From an optimization exercise on the open Yosys and OpenROAD flow, aimed at small area and a short achievable clock period; shortcuts taken in it are not production practice. Only simulation tests tie the RTL to the original design; equivalence was not proved.

// fft_butterfly_r2
module fft_butterfly_r2 (
    input  wire        clk,
    input  wire        rst,
    input  wire        in_valid,
    input  wire        inverse,
    input  wire [31:0] a_re,
    input  wire [31:0] a_im,
    input  wire [31:0] b_re,
    input  wire [31:0] b_im,
    input  wire [31:0] w_re,
    input  wire [31:0] w_im,
    output reg         out_valid,
    output reg  [31:0] x0_re,
    output reg  [31:0] x0_im,
    output reg  [31:0] x1_re,
    output reg  [31:0] x1_im
);
clock: 80.0 ns
lec_check: 0
cap_margin: 20
core_margin: 2
core_utilization: 60
cts_cluster_diameter: 80
cts_cluster_size: 30
setup_slack_margin: 2
slew_margin: 20
synth_hierarchical: 1
standard.sh (not shown) runs the stock make flow with config.mk's settings and CLKGATE_MAP_FILE= SYNTH_SCRIPT=/design/flow/synth_recipe.tcl, a recipe that flattens the netlist after the stock synthesis.
==> flow/flow/run.sh <==
#!/bin/bash
set -euo pipefail
SETUP_MARGIN=62.8
bash standard.sh synth > synth.log 2>&1
bash standard.sh "SETUP_SLACK_MARGIN=$SETUP_MARGIN" \
    "BUFFER_PORTS_ARGS=-buffer_cell sky130_fd_sc_hd__buf_2" \
    floorplan > floorplan.log 2>&1
bash standard.sh "SETUP_SLACK_MARGIN=$SETUP_MARGIN" \
    "BUFFER_PORTS_ARGS=-buffer_cell sky130_fd_sc_hd__buf_2" \
    place > place.log 2>&1
bash standard.sh "SETUP_SLACK_MARGIN=$SETUP_MARGIN" \
    "BUFFER_PORTS_ARGS=-buffer_cell sky130_fd_sc_hd__buf_2" \
    cts > cts.log 2>&1
bash standard.sh "SETUP_SLACK_MARGIN=$SETUP_MARGIN" \
    "BUFFER_PORTS_ARGS=-buffer_cell sky130_fd_sc_hd__buf_2" \
    finish > finish.log 2>&1
Next try:
--- a/flow/flow/run.sh
+++ b/flow/flow/run.sh
@@ -3 +3 @@
-SETUP_MARGIN=62.8
+SETUP_MARGIN=62.5
What happened: Area after synthesis is unchanged; design area is lower slightly; non-clock buffer count is lower by 60; wire length is lower slightly; cell count is lower slightly; sequential share of layout area is about the same; sequential cell count is unchanged; die area stays the same.

========
Another version of the RTL of fft_butterfly_r2 (not shown whole).
Size in the first run: ~14000 cells after synthesis, ~640 flip-flops, roughly 330 I/O pins, roughly 110000 um2 of cells after synthesis.
==> flow/config.mk <==
export PLATFORM = sky130hd
export DESIGN_NAME = fft_butterfly_r2
export DESIGN_NICKNAME = fft_butterfly_r2
export VERILOG_FILES = /design/flow/design.v
export SDC_FILE = /design/flow/constraint.sdc
export NUM_CORES = 8
export LEC_CHECK = 0
export CAP_MARGIN = 5
export CORE_MARGIN = 2
export CORE_UTILIZATION = 63
export SETUP_SLACK_MARGIN = 2
export SLEW_MARGIN = 5
export SYNTH_HIERARCHICAL = 1
==> flow/constraint.sdc <==
create_clock -name core_clock -period 80.0 [get_ports {clk}]
set_input_delay 16.0000 -clock core_clock [delete_from_list [all_inputs] [get_ports {clk}]]
set_output_delay 16.0000 -clock core_clock [all_outputs]
set_load 0.01 [all_outputs]
==> flow/flow/run.sh <==
#!/bin/bash
# Layout flow: the standard synthesis, then the standard layout
# steps (floorplan, place, cts, route, finish) with these settings changed:
#  - ports are buffered with buf_1 cells (repair upsizes them where the
#    timing needs it) instead of the resizer's default choice, a slow
#    delay cell;
#  - the clock tree clusters at most 15 flip-flops within 50 um under each
#    leaf buffer (clkbuf_8), and adds no dummy loads.
# Each step's full output goes to a log file of its own in this folder.
set -euo pipefail
SETUP_MARGIN=62.35
KNOBS=("SETUP_SLACK_MARGIN=$SETUP_MARGIN"
       "BUFFER_PORTS_ARGS=-buffer_cell sky130_fd_sc_hd__buf_1"
       "CTS_ARGS=-sink_clustering_enable -repair_clock_nets -sink_clustering_size 15 -sink_clustering_max_diameter 50 -sink_clustering_buffer sky130_fd_sc_hd__clkbuf_8 -dont_use_dummy_load")
bash standard.sh synth > synth.log 2>&1
bash standard.sh "${KNOBS[@]}" floorplan > floorplan.log 2>&1
bash standard.sh "${KNOBS[@]}" place > place.log 2>&1
bash standard.sh "${KNOBS[@]}" cts > cts.log 2>&1
bash standard.sh "${KNOBS[@]}" finish > finish.log 2>&1
==> next run, changes <==
--- a/flow/flow/run.sh
+++ b/flow/flow/run.sh
@@ -9,5 +9,5 @@
 # Each step's full output goes to a log file of its own in this folder.
 set -euo pipefail
-SETUP_MARGIN=62.35
+SETUP_MARGIN=62.45
 KNOBS=("SETUP_SLACK_MARGIN=$SETUP_MARGIN"
        "BUFFER_PORTS_ARGS=-buffer_cell sky130_fd_sc_hd__buf_1"
--- a/flow/config.mk
+++ b/flow/config.mk
@@ -8,5 +8,5 @@
 export CAP_MARGIN = 5
 export CORE_MARGIN = 2
-export CORE_UTILIZATION = 63
+export CORE_UTILIZATION = 62
 export SETUP_SLACK_MARGIN = 2
 export SLEW_MARGIN = 5
Effect:
- The new run went through all stages and came out clean
- cell area rose by 0.33%
- non-clock buffer count goes up by 37
- cell count increases by 0.78%
- hold slack improves by 0.013 ns
- area after synthesis stays the same
- routed wire length climbs by 0.32%
- worst setup slack got worse by 0.0097 ns
- first-iteration DRC count is lower by 2.2%
- global-route usage went down by 0.36 points
==> next run, changes <==
==> flow/flow/run.sh (replaced) <==
#!/bin/bash
# Layout flow: the standard synthesis, then the standard layout
# steps (floorplan, place, cts, route, finish) with these changes:
#  - ports are buffered with buf_1 cells instead of the resizer's default
#    choice, a slow delay cell;
#  - before detailed placement, the output port buffers and the
#    flip-flops that drive them are upsized to drive strength 2
#    (flow/size_outputs.tcl);
#  - the clock tree clusters at most 15 flip-flops within 50 um under each
#    leaf buffer (clkbuf_8), and adds no dummy loads.
# Each step's full output goes to a log file of its own in this folder.
set -euo pipefail
SETUP_MARGIN=62.45
KNOBS=("SETUP_SLACK_MARGIN=$SETUP_MARGIN"
       "BUFFER_PORTS_ARGS=-buffer_cell sky130_fd_sc_hd__buf_1"
       "CTS_ARGS=-sink_clustering_enable -repair_clock_nets -sink_clustering_size 15 -sink_clustering_max_diameter 50 -sink_clustering_buffer sky130_fd_sc_hd__clkbuf_8 -dont_use_dummy_load")
RES="$PWD/orfs/results/$FLOW_PLATFORM/fft_butterfly_r2/base"
bash standard.sh synth > synth.log 2>&1
bash standard.sh "${KNOBS[@]}" floorplan > floorplan.log 2>&1
bash standard.sh "${KNOBS[@]}" "$RES/3_4_place_resized.odb" > place_gp.log 2>&1
SIZE_LIB="$FLOW_HOME/platforms/$FLOW_PLATFORM/lib/sky130_fd_sc_hd__tt_025C_1v80.lib" \
SIZE_ODB="$RES/3_4_place_resized.odb" \
    openroad -no_init -exit flow/size_outputs.tcl > size_outputs.log 2>&1
bash standard.sh "${KNOBS[@]}" place > place.log 2>&1
bash standard.sh "${KNOBS[@]}" cts > cts.log 2>&1
bash standard.sh "${KNOBS[@]}" finish > finish.log 2>&1
==> flow/flow/size_outputs.tcl (new file) <==
# Upsize the flip-flops that drive output ports, and the output port
# buffers, from drive strength 1 to 2 (cell types unchanged). Runs on the
# placement before detailed placement, which then legalizes it.
read_liberty $::env(SIZE_LIB)
read_db $::env(SIZE_ODB)
set nbuf 0
set nff 0
foreach port [get_ports -filter "direction==output"] {
  set net [get_nets [get_full_name $port]]
  foreach pin [get_pins -of_objects $net -filter "direction==output"] {
    set inst [get_cells -of_objects $pin]
    if {[get_property $inst ref_name] eq "sky130_fd_sc_hd__buf_1"} {
      replace_cell $inst sky130_fd_sc_hd__buf_2
      incr nbuf
    }
    foreach ipin [get_pins -of_objects $inst -filter "direction==input"] {
      set inet [get_nets -of_objects $ipin]
      foreach dpin [get_pins -of_objects $inet -filter "direction==output"] {
        set ff [get_cells -of_objects $dpin]
        if {[get_property $ff ref_name] eq "sky130_fd_sc_hd__dfxtp_1"} {
          replace_cell $ff sky130_fd_sc_hd__dfxtp_2
          incr nff
        }
      }
    }
  }
}
puts "resized $nbuf output buffers and $nff flip-flops"
write_db $::env(SIZE_ODB)
--- a/flow/config.mk
+++ b/flow/config.mk
@@ -8,5 +8,5 @@
 export CAP_MARGIN = 5
 export CORE_MARGIN = 2
-export CORE_UTILIZATION = 62
+export CORE_UTILIZATION = 60
 export SETUP_SLACK_MARGIN = 2
 export SLEW_MARGIN = 5
The new run finished clean; synthesized area stays the same; hold slack loses 0.019 ns; global-route usage drops by 0.75 points; sequential share of layout area stays flat; worst setup slack gains 0.063 ns.

========
Starting RTL as in the previous note.
clock: 80.0 ns
lec_check: 0
cap_margin: 5
core_margin: 2
core_utilization: 60
setup_slack_margin: 2
slew_margin: 5
synth_hierarchical: 1
==> flow/flow/run.sh <==
#!/bin/bash
# Layout flow: the standard synthesis, then the standard layout
# steps (floorplan, place, cts, route, finish) with these settings changed:
#  - ports are buffered with buf_1 cells (repair upsizes them where the
#    timing needs it) instead of the resizer's default choice, a slow
#    delay cell;
#  - the clock tree clusters at most 15 flip-flops within 50 um under each
#    leaf buffer (clkbuf_8), and adds no dummy loads.
# Each step's full output goes to a log file of its own in this folder.
set -euo pipefail
SETUP_MARGIN=62.3
KNOBS=("SETUP_SLACK_MARGIN=$SETUP_MARGIN"
       "BUFFER_PORTS_ARGS=-buffer_cell sky130_fd_sc_hd__buf_1"
       "CTS_ARGS=-sink_clustering_enable -repair_clock_nets -sink_clustering_size 15 -sink_clustering_max_diameter 50 -sink_clustering_buffer sky130_fd_sc_hd__clkbuf_8 -dont_use_dummy_load")
bash standard.sh synth > synth.log 2>&1
bash standard.sh "${KNOBS[@]}" floorplan > floorplan.log 2>&1
bash standard.sh "${KNOBS[@]}" place > place.log 2>&1
bash standard.sh "${KNOBS[@]}" cts > cts.log 2>&1
bash standard.sh "${KNOBS[@]}" finish > finish.log 2>&1
Next try:
--- a/flow/flow/run.sh
+++ b/flow/flow/run.sh
@@ -11 +11 @@
-SETUP_MARGIN=62.3
+SETUP_MARGIN=62.45
Effect:
- The changed run completed without violations
- synthesized cell count is unchanged
- core utilization is about the same
- worst setup slack improved by 3.6 ps
- cell area hardly moves
- sequential share of layout area barely changes
- wire length stays flat
- die area stays the same
Next try:
--- a/flow/config.mk
+++ b/flow/config.mk
@@ -10 +10 @@
-export CORE_UTILIZATION = 60
+export CORE_UTILIZATION = 63
The new run passed the timing, design-rule and antenna checks.
Final cell count came out lower by 1.0%.
First-iteration DRC count came out higher by 3.1%.
Hold slack barely changes.

-- afterwards: timing with drivers on the ports --
Ports are ideal in the flow. The routed layouts listed here were re-timed in OpenROAD.
Step 1 (the two cells are an assumption about what drives the block):
set clk [get_ports {clk}]
set_driving_cell -lib_cell sky130_fd_sc_hd__clkbuf_16 $clk
set_driving_cell -lib_cell sky130_fd_sc_hd__buf_2 [delete_from_list [all_inputs] $clk]
Step 2 adds t to the input delays and takes it off the output delays; t is the mean of the earliest and latest rising clock arrival at the registers after step 1. Input paths then give back, and output paths get back, about the clock's delay inside the block.
a / b / c = ideal ports / drivers / drivers and shift; a / b = the first two.
run | shift t [ns] | setup WS [ns] | worst data-port slew with drivers (ns)
the first run of note 1 | 0.834 | 62.766 / 62.662 / 63.344 | 0.05
the second run of note 1 | 0.863 | 62.769 / 62.653 / 63.161 | 0.06
the first run of note 2 | 0.764 | 62.738 / 62.632 / 63.279 | 0.07
the second run of note 2 | 0.776 | 62.728 / 62.629 / 63.238 | 0.10
the third run of note 2 | 0.782 | 62.791 / 62.694 / 63.357 | 0.07
the first run of note 3 | 0.775 | 62.730 / 62.632 / 63.198 | 0.09
the second run of note 3 | 0.776 | 62.733 / 62.634 / 63.410 | 0.09
the third run of note 3 | 0.764 | 62.740 / 62.634 / 63.303 | 0.08
After both steps setup and hold are still met in every run listed.
